From an optimization exercise on the open Yosys and OpenROAD flow, aimed at small area, a short achievable clock period and few clock cycles; shortcuts taken in it are not production practice.
In this exercise RTL edits were held to simulation tests only and were not proved equivalent to the original.

==> inputs of 06-10 <==
==> flow/design.v <==
module sept20_ranker (
    input  wire        clk,
    input  wire        rst,           
    input  wire        cmd_valid,
    output wire        cmd_ready,
    input  wire [7:0]  cmd_op,
    input  wire [31:0] cmd_a,
    output reg         rsp_valid,
    output reg  [2:0]  rsp_status,
    output reg  [31:0] rsp_data
);
    localparam NSLOT = 32;
    localparam SW    = 5;
    localparam CW    = 16;
    localparam KW    = 18;
    localparam OP_NOP      = 8'h00;
    localparam OP_RESET    = 8'h01;
    localparam OP_CLEAR    = 8'h30;
    localparam OP_COUNT    = 8'h31;
    localparam OP_SORT     = 8'h32;
    localparam OP_LOOKUP   = 8'h33;
    localparam OP_PALREAD  = 8'h34;
    localparam E_NONE     = 3'd0;
    localparam E_CAPACITY = 3'd3;
    localparam E_USAGE    = 3'd4;
    reg [KW-1:0] key [0:NSLOT-1];
    reg [CW-1:0] cnt [0:NSLOT-1];
    reg [SW-1:0] rnk [0:NSLOT-1];    
    reg [SW:0]   ndist;
    reg [CW-1:0] total;
    reg          rsorted;
    reg [SW:0]   pal_len;
    reg [2:0]    err;
    reg          rst_r;
    wire in_count = cmd_op == OP_COUNT;
    reg          rdy;
    reg          v0;
    reg          is_nop, is_reset, is_clear, is_count, is_sort, is_look, is_pal;
    reg [KW-1:0] skey;       
    reg          a_hi;       
    assign cmd_ready = rdy;
    always @(posedge clk) begin
        is_nop   <= cmd_op == OP_NOP;
        is_reset <= cmd_op == OP_RESET;
        is_clear <= cmd_op == OP_CLEAR;
        is_count <= in_count;
        is_sort  <= cmd_op == OP_SORT;
        is_look  <= cmd_op == OP_LOOKUP;
        is_pal   <= cmd_op == OP_PALREAD;
        skey     <= in_count ? {cmd_a[7:2], cmd_a[15:10], cmd_a[23:18]} : cmd_a[KW-1:0];
        a_hi     <= |cmd_a[31:KW];
    end
    reg [NSLOT-1:0] occ, newoh, pocc, match, pmatch;
    reg [SW-1:0]    look_rnk;
    reg [KW-1:0]    pal_key;
    integer i;
    always @(*) begin
        look_rnk = {SW{1'b0}};
        pal_key  = {KW{1'b0}};
        for (i = 0; i < NSLOT; i = i + 1) begin
            occ[i]    = i < ndist;
            newoh[i]  = i == ndist;
            pocc[i]   = i < pal_len;
            match[i]  = occ[i] && key[i] == skey;
            pmatch[i] = pocc[i] && rnk[i] == skey[SW-1:0];
            look_rnk  = look_rnk | ({SW{match[i]}} & rnk[i]);
            pal_key   = pal_key  | ({KW{pmatch[i]}} & key[i]);
        end
    end
    wire hit      = |match;
    wire full     = ndist[SW];
    wire tot_max  = &total;
    wire pal_oob  = a_hi || (|skey[KW-1:SW+1]) || (skey[SW:0] >= pal_len);
    wire ok_state = err == E_NONE;
    wire cnt_go   = v0 && is_count && ok_state && !tot_max;
    wire count_ok = cnt_go && (hit || !full);
    wire sort_go  = v0 && is_sort && ok_state && ndist != 0;
    reg  [NSLOT-1:0] inc_sel;     
    reg              sort_rd;     
    reg              inc_new;     
    reg              sa_v, sa_last;
    reg  [SW:0]      sa_idx;      
    reg              sb_v, sb_last;
    reg  [CW-1:0]    sb_cs;
    reg              sc_v, sc_last;
    reg  [CW-1:0]    rd_cnt;
    integer k;
    always @(*) begin
        rd_cnt = {CW{1'b0}};
        for (k = 0; k < NSLOT; k = k + 1)
            rd_cnt = rd_cnt | ({CW{inc_sel[k]}} & cnt[k]);
    end
    wire [CW-1:0] cnt_next = inc_new ? {{(CW-1){1'b0}}, 1'b1} : rd_cnt + 1'b1;
    reg [NSLOT-1:0] bef;
    reg             g;
    integer j, b;
    always @(*) begin
        for (j = 0; j < NSLOT; j = j + 1) begin
            g = j + 1 < sa_idx;    
            for (b = 0; b < CW; b = b + 1)
                g = (cnt[j][b] & ~sb_cs[b]) | (cnt[j][b] & g) | (~sb_cs[b] & g);
            bef[j] = occ[j] & g;
        end
    end
    wire [1:0] p1 [0:15];
    reg  [1:0] sc_p1 [0:15];
    wire [2:0] p2 [0:7];
    wire [3:0] p3 [0:3];
    wire [4:0] p4 [0:1];
    genvar q;
    generate
        for (q = 0; q < 16; q = q + 1) begin : pc1
            assign p1[q] = bef[2*q] + bef[2*q+1];
            always @(posedge clk)
                sc_p1[q] <= p1[q];
        end
        for (q = 0; q < 8; q = q + 1) begin : pc2
            assign p2[q] = sc_p1[2*q] + sc_p1[2*q+1];
        end
        for (q = 0; q < 4; q = q + 1) begin : pc3
            assign p3[q] = p2[2*q] + p2[2*q+1];
        end
        for (q = 0; q < 2; q = q + 1) begin : pc4
            assign p4[q] = p3[2*q] + p3[2*q+1];
        end
    endgenerate
    wire [SW-1:0] srank = p4[0] + p4[1];    
    integer w;
    always @(posedge clk) begin
        for (w = 0; w < NSLOT; w = w + 1) begin
            if (newoh[w])
                key[w] <= skey;      
            if (inc_sel[w] && !sort_rd)
                cnt[w] <= cnt_next;
            if (sc_v && sa_idx == w + 2)
                rnk[w] <= srank;
        end
    end
    always @(posedge clk) begin
        rst_r <= rst;
        v0    <= cmd_valid && rdy && !rst;
        if (rst)
            rdy <= 1'b1;
        else if (rdy)
            rdy <= !(cmd_valid && cmd_op == OP_SORT);
        else if ((v0 && !sort_go) || (sb_v && sb_last))
            rdy <= 1'b1;
        if (rst || rst_r)
            rsp_valid <= 1'b0;
        else
            rsp_valid <= v0 && !sort_go || sc_v && sc_last;
    end
    always @(posedge clk) begin
        inc_new <= !hit;
        sb_last <= sa_last;
        sb_cs   <= rd_cnt;
        sc_last <= sb_last;
        if (sort_go) begin
            sa_idx  <= 0;
            sa_last <= ndist == 1;
        end else begin
            sa_idx  <= sa_idx + 1'b1;
            sa_last <= sa_idx + 2'd2 == ndist;
        end
        rsp_status <= E_NONE;
        rsp_data   <= 32'd0;
        if (sc_v && sc_last)
            rsp_data <= {{(32-SW-1){1'b0}}, ndist};
        if (rst_r) begin
            ndist      <= 0;
            total      <= 0;
            rsorted    <= 1'b0;
            pal_len    <= 0;
            err        <= E_NONE;
            inc_sel    <= 0;
            sort_rd    <= 1'b0;
            sa_v       <= 1'b0;
            sb_v       <= 1'b0;
            sc_v       <= 1'b0;
        end else begin
            if (sort_go) begin
                inc_sel <= {{(NSLOT-1){1'b0}}, 1'b1};
                sort_rd <= 1'b1;
            end else if (sort_rd) begin
                inc_sel <= sa_last ? {NSLOT{1'b0}} : {inc_sel[NSLOT-2:0], 1'b0};
                sort_rd <= !sa_last;
            end else begin
                inc_sel <= count_ok ? (hit ? match : newoh) : {NSLOT{1'b0}};
            end
            sb_v <= sa_v;
            sc_v <= sb_v;
            if (sort_go)
                sa_v <= 1'b1;
            else if (sa_v)
                sa_v <= !sa_last;
            if (sc_v && sc_last) begin
                pal_len   <= ndist;
                rsorted   <= 1'b1;
            end
            if (v0) begin
                if (is_reset) begin
                    ndist   <= 0;
                    total   <= 0;
                    rsorted <= 1'b0;
                    pal_len <= 0;
                    err     <= E_NONE;
                end else if (is_nop) begin
                end else if (!ok_state) begin
                    rsp_status <= err;
                end else if (is_clear) begin
                    ndist   <= 0;
                    total   <= 0;
                    rsorted <= 1'b0;
                    pal_len <= 0;
                end else if (is_count) begin
                    if (tot_max) begin
                        rsp_status <= E_USAGE;
                        err        <= E_USAGE;
                    end else if (!hit && full) begin
                        rsp_status <= E_CAPACITY;
                        err        <= E_CAPACITY;
                    end else begin
                        if (!hit)
                            ndist <= ndist + 1'b1;
                        total    <= total + 1'b1;
                        rsorted  <= 1'b0;
                        rsp_data <= {{(32-KW){1'b0}}, skey};
                    end
                end else if (is_sort) begin
                    if (ndist == 0) begin
                        pal_len <= 0;
                        rsorted <= 1'b1;
                    end
                end else if (is_look) begin
                    if (!rsorted || !hit) begin
                        rsp_status <= E_USAGE;
                        err        <= E_USAGE;
                    end else begin
                        rsp_data <= {{(32-SW){1'b0}}, look_rnk};
                    end
                end else if (is_pal) begin
                    if (pal_oob) begin
                        rsp_status <= E_USAGE;
                        err        <= E_USAGE;
                    end else begin
                        rsp_data <= {{(32-KW){1'b0}}, pal_key};
                    end
                end else begin
                    rsp_status <= E_USAGE;
                    err        <= E_USAGE;
                end
            end
        end
    end
endmodule
==> flow/flow/run.sh <==
#!/bin/bash
bash standard.sh \
  "BUFFER_PORTS_ARGS=-buffer_cell sky130_fd_sc_hd__buf_4" \
  MATCH_CELL_FOOTPRINT=0 \
  SETUP_SLACK_MARGIN=16.4 \
  "CTS_ARGS=-sink_clustering_enable -repair_clock_nets -sink_clustering_size 20 -sink_clustering_max_diameter 100 -dont_use_dummy_load" \
  finish > standard.log 2>&1
==> flow/standard.sh <==
#!/bin/bash
# synth_recipe.tcl (not shown) runs the flow's synth.tcl, then flattens the netlist and writes it again
# the make line also repeats each setting of config.mk as NAME=value (left out here)
make -C /OpenROAD-flow-scripts/flow DESIGN_CONFIG=/design/flow/config.mk WORK_HOME=/design/flow/orfs CLKGATE_MAP_FILE= SYNTH_SCRIPT=/design/flow/synth_recipe.tcl "${@:-finish}"
==> flow/config.mk <==
export PLATFORM = sky130hd
export DESIGN_NAME = sept20_ranker
export DESIGN_NICKNAME = sept20_ranker
export VERILOG_FILES = /design/flow/design.v
export SDC_FILE = /design/flow/constraint.sdc
export NUM_CORES = 4
export LEC_CHECK = 0
export CAP_MARGIN = 20
export CORE_MARGIN = 2
export CORE_UTILIZATION = 40
export SLEW_MARGIN = 20
==> flow/constraint.sdc <==
create_clock -name core_clock -period 22.0 [get_ports {clk}]
set_input_delay 4.4000 -clock core_clock [delete_from_list [all_inputs] [get_ports {clk}]]
set_output_delay 4.4000 -clock core_clock [all_outputs]
set_load 0.01 [all_outputs]
==> 10-11: changes against 06-10 <==
--- a/flow/design.v
+++ b/flow/design.v
@@ -79,10 +79,12 @@
     reg              sort_rd;     
     reg              inc_new;     
     reg              sa_v, sa_last;
-    reg  [SW:0]      sa_idx;      
+    reg  [SW-1:0]    sa_idx;
     reg              sb_v, sb_last;
+    reg  [SW-1:0]    sb_idx;
     reg  [CW-1:0]    sb_cs;
     reg              sc_v, sc_last;
+    reg  [SW-1:0]    sc_idx;
     reg  [CW-1:0]    rd_cnt;
     integer k;
     always @(*) begin
@@ -96,29 +98,29 @@
     integer j, b;
     always @(*) begin
         for (j = 0; j < NSLOT; j = j + 1) begin
-            g = j + 1 < sa_idx;    
+            g = j < sb_idx;
             for (b = 0; b < CW; b = b + 1)
                 g = (cnt[j][b] & ~sb_cs[b]) | (cnt[j][b] & g) | (~sb_cs[b] & g);
             bef[j] = occ[j] & g;
         end
     end
     wire [1:0] p1 [0:15];
-    reg  [1:0] sc_p1 [0:15];
     wire [2:0] p2 [0:7];
+    reg  [2:0] sc_p2 [0:7];
     wire [3:0] p3 [0:3];
     wire [4:0] p4 [0:1];
     genvar q;
     generate
         for (q = 0; q < 16; q = q + 1) begin : pc1
             assign p1[q] = bef[2*q] + bef[2*q+1];
+        end
+        for (q = 0; q < 8; q = q + 1) begin : pc2
+            assign p2[q] = p1[2*q] + p1[2*q+1];
             always @(posedge clk)
-                sc_p1[q] <= p1[q];
-        end
-        for (q = 0; q < 8; q = q + 1) begin : pc2
-            assign p2[q] = sc_p1[2*q] + sc_p1[2*q+1];
+                sc_p2[q] <= p2[q];
         end
         for (q = 0; q < 4; q = q + 1) begin : pc3
-            assign p3[q] = p2[2*q] + p2[2*q+1];
+            assign p3[q] = sc_p2[2*q] + sc_p2[2*q+1];
         end
         for (q = 0; q < 2; q = q + 1) begin : pc4
             assign p4[q] = p3[2*q] + p3[2*q+1];
@@ -132,7 +134,7 @@
                 key[w] <= skey;      
             if (inc_sel[w] && !sort_rd)
                 cnt[w] <= cnt_next;
-            if (sc_v && sa_idx == w + 2)
+            if (sc_v && sc_idx == w)
                 rnk[w] <= srank;
         end
     end
@@ -153,14 +155,16 @@
     always @(posedge clk) begin
         inc_new <= !hit;
         sb_last <= sa_last;
+        sb_idx  <= sa_idx;
         sb_cs   <= rd_cnt;
         sc_last <= sb_last;
+        sc_idx  <= sb_idx;
         if (sort_go) begin
             sa_idx  <= 0;
             sa_last <= ndist == 1;
         end else begin
             sa_idx  <= sa_idx + 1'b1;
-            sa_last <= sa_idx + 2'd2 == ndist;
+            sa_last <= {1'b0, sa_idx} + 2'd2 == ndist;
         end
         rsp_status <= E_NONE;
         rsp_data   <= 32'd0;
==> flow/flow/run.sh (replaced) <==
#!/bin/bash
bash standard.sh \
  "BUFFER_PORTS_ARGS=-buffer_cell sky130_fd_sc_hd__buf_4" \
  MATCH_CELL_FOOTPRINT=0 \
  SETUP_SLACK_MARGIN=16.3 \
  finish > standard.log 2>&1
==> 10-18: changes against 06-10 <==
--- a/flow/design.v
+++ b/flow/design.v
@@ -79,10 +79,12 @@
     reg              sort_rd;     
     reg              inc_new;     
     reg              sa_v, sa_last;
-    reg  [SW:0]      sa_idx;      
+    reg  [SW-1:0]    sa_idx;
     reg              sb_v, sb_last;
+    reg  [SW-1:0]    sb_idx;
     reg  [CW-1:0]    sb_cs;
     reg              sc_v, sc_last;
+    reg  [SW-1:0]    sc_idx;
     reg  [CW-1:0]    rd_cnt;
     integer k;
     always @(*) begin
@@ -96,29 +98,29 @@
     integer j, b;
     always @(*) begin
         for (j = 0; j < NSLOT; j = j + 1) begin
-            g = j + 1 < sa_idx;    
+            g = j < sb_idx;
             for (b = 0; b < CW; b = b + 1)
                 g = (cnt[j][b] & ~sb_cs[b]) | (cnt[j][b] & g) | (~sb_cs[b] & g);
             bef[j] = occ[j] & g;
         end
     end
     wire [1:0] p1 [0:15];
-    reg  [1:0] sc_p1 [0:15];
     wire [2:0] p2 [0:7];
+    reg  [2:0] sc_p2 [0:7];
     wire [3:0] p3 [0:3];
     wire [4:0] p4 [0:1];
     genvar q;
     generate
         for (q = 0; q < 16; q = q + 1) begin : pc1
             assign p1[q] = bef[2*q] + bef[2*q+1];
+        end
+        for (q = 0; q < 8; q = q + 1) begin : pc2
+            assign p2[q] = p1[2*q] + p1[2*q+1];
             always @(posedge clk)
-                sc_p1[q] <= p1[q];
-        end
-        for (q = 0; q < 8; q = q + 1) begin : pc2
-            assign p2[q] = sc_p1[2*q] + sc_p1[2*q+1];
+                sc_p2[q] <= p2[q];
         end
         for (q = 0; q < 4; q = q + 1) begin : pc3
-            assign p3[q] = p2[2*q] + p2[2*q+1];
+            assign p3[q] = sc_p2[2*q] + sc_p2[2*q+1];
         end
         for (q = 0; q < 2; q = q + 1) begin : pc4
             assign p4[q] = p3[2*q] + p3[2*q+1];
@@ -132,7 +134,7 @@
                 key[w] <= skey;      
             if (inc_sel[w] && !sort_rd)
                 cnt[w] <= cnt_next;
-            if (sc_v && sa_idx == w + 2)
+            if (sc_v && sc_idx == w)
                 rnk[w] <= srank;
         end
     end
@@ -153,14 +155,16 @@
     always @(posedge clk) begin
         inc_new <= !hit;
         sb_last <= sa_last;
+        sb_idx  <= sa_idx;
         sb_cs   <= rd_cnt;
         sc_last <= sb_last;
+        sc_idx  <= sb_idx;
         if (sort_go) begin
             sa_idx  <= 0;
             sa_last <= ndist == 1;
         end else begin
             sa_idx  <= sa_idx + 1'b1;
-            sa_last <= sa_idx + 2'd2 == ndist;
+            sa_last <= {1'b0, sa_idx} + 2'd2 == ndist;
         end
         rsp_status <= E_NONE;
         rsp_data   <= 32'd0;
==> flow/run.sh (new file) <==
#!/bin/bash
# synth_recipe.tcl (not shown) runs the flow's synth.tcl, then flattens the netlist and writes it again
# the make line also repeats each setting of config.mk as NAME=value (left out here)
make -C /OpenROAD-flow-scripts/flow DESIGN_CONFIG=/design/flow/config.mk WORK_HOME=/design/flow/orfs CLKGATE_MAP_FILE= SYNTH_SCRIPT=/design/flow/synth_recipe.tcl finish
removed: flow/flow/run.sh
removed: flow/standard.sh
==> out/metrics.cfg <==
[route]
dr_total_vias = 54400
drt_iter0_markers = 9714

[yosys]
yosys-mux-area-fraction = 0.000285

[grt]
antenna_found_initial = 20

[sta]
min_period_ns = 5.64

[status]
outcome = complete, no violations

[cells_and_area]
clkCellAreaFrac = 0.0265

[power_and_ir_drop]
seqPwrFrac = 0.612

The numbers above come from 06-10.

==> out/metrics.cfg <==
[status]
outcome = complete, no violations

[floorplan]
ios = 80

[sta]
finalMaxSlewViolations = 0
min_period_ns = 6.23

[yosys]
yosys-mux-area-fraction = 0.000144
synth_area_leaders = edfxtp_1, xnor2_1, dfxtp_1, a22oi_1, xor2_1

[cells_and_area]
syn2layout_area_growth_pct = 14.1
clkCellAreaFrac = 0.0658

[grt]
antenna_found_initial = 18

[route]
dr_total_vias = 55000

[critical_path]
r2r_end = sc_p2[4][1]

[power_and_ir_drop]
seqPwrFrac = 0.501

The numbers above come from 10-18.

==> out/metrics.cfg <==
[status]
outcome = complete, no violations

[grt]
antenna_found_initial = 12

[sta]
min_period_ns = 5.80

[power_and_ir_drop]
seqPwrFrac = 0.498
power_uw = 5960

[yosys]
yosys-mux-area-fraction = 0.000144

[cells_and_area]
fin_nets = 5857

The numbers above come from 10-11.

Testbench counts of 06-10, summed over its fixed seeds: cycles 24,204.
Testbench counts of 10-11, summed over its fixed seeds: cycles 24,204.
Testbench counts of 10-18, summed over its fixed seeds: cycles 24,204.

-- static timing again, ports no longer ideal --
Ports are ideal in the flow. The routed layouts listed here were re-timed in OpenROAD. Step 1, drivers: a clkbuf_16 drives clk and a buf_2 each remaining input, both assumed. Step 2 times the ports against the registers' clock, not the clock port: input delays grow and output delays shrink by t, the midpoint of the rising clock arrivals with the driver on. a / b / c = ideal ports / drivers / drivers and shift; a / b = the first two.
run	t, ns	slack for setup (ns)	slew at the worst register clock pin (ns)	worst slew at a driven data input, ns
06-10	0.803	16.360 / 16.273 / 16.052	0.10 / 0.10	0.15
10-11	0.909	16.197 / 16.107 / 15.945	0.07 / 0.07	0.05
10-18	0.910	15.766 / 15.676 / 15.607	0.07 / 0.07	0.05
After both steps setup and hold are still met in every run listed. For 06-10, which loses most, drivers alone change the setup slack by -0.087 ns; drivers and shift together by -0.308 ns.
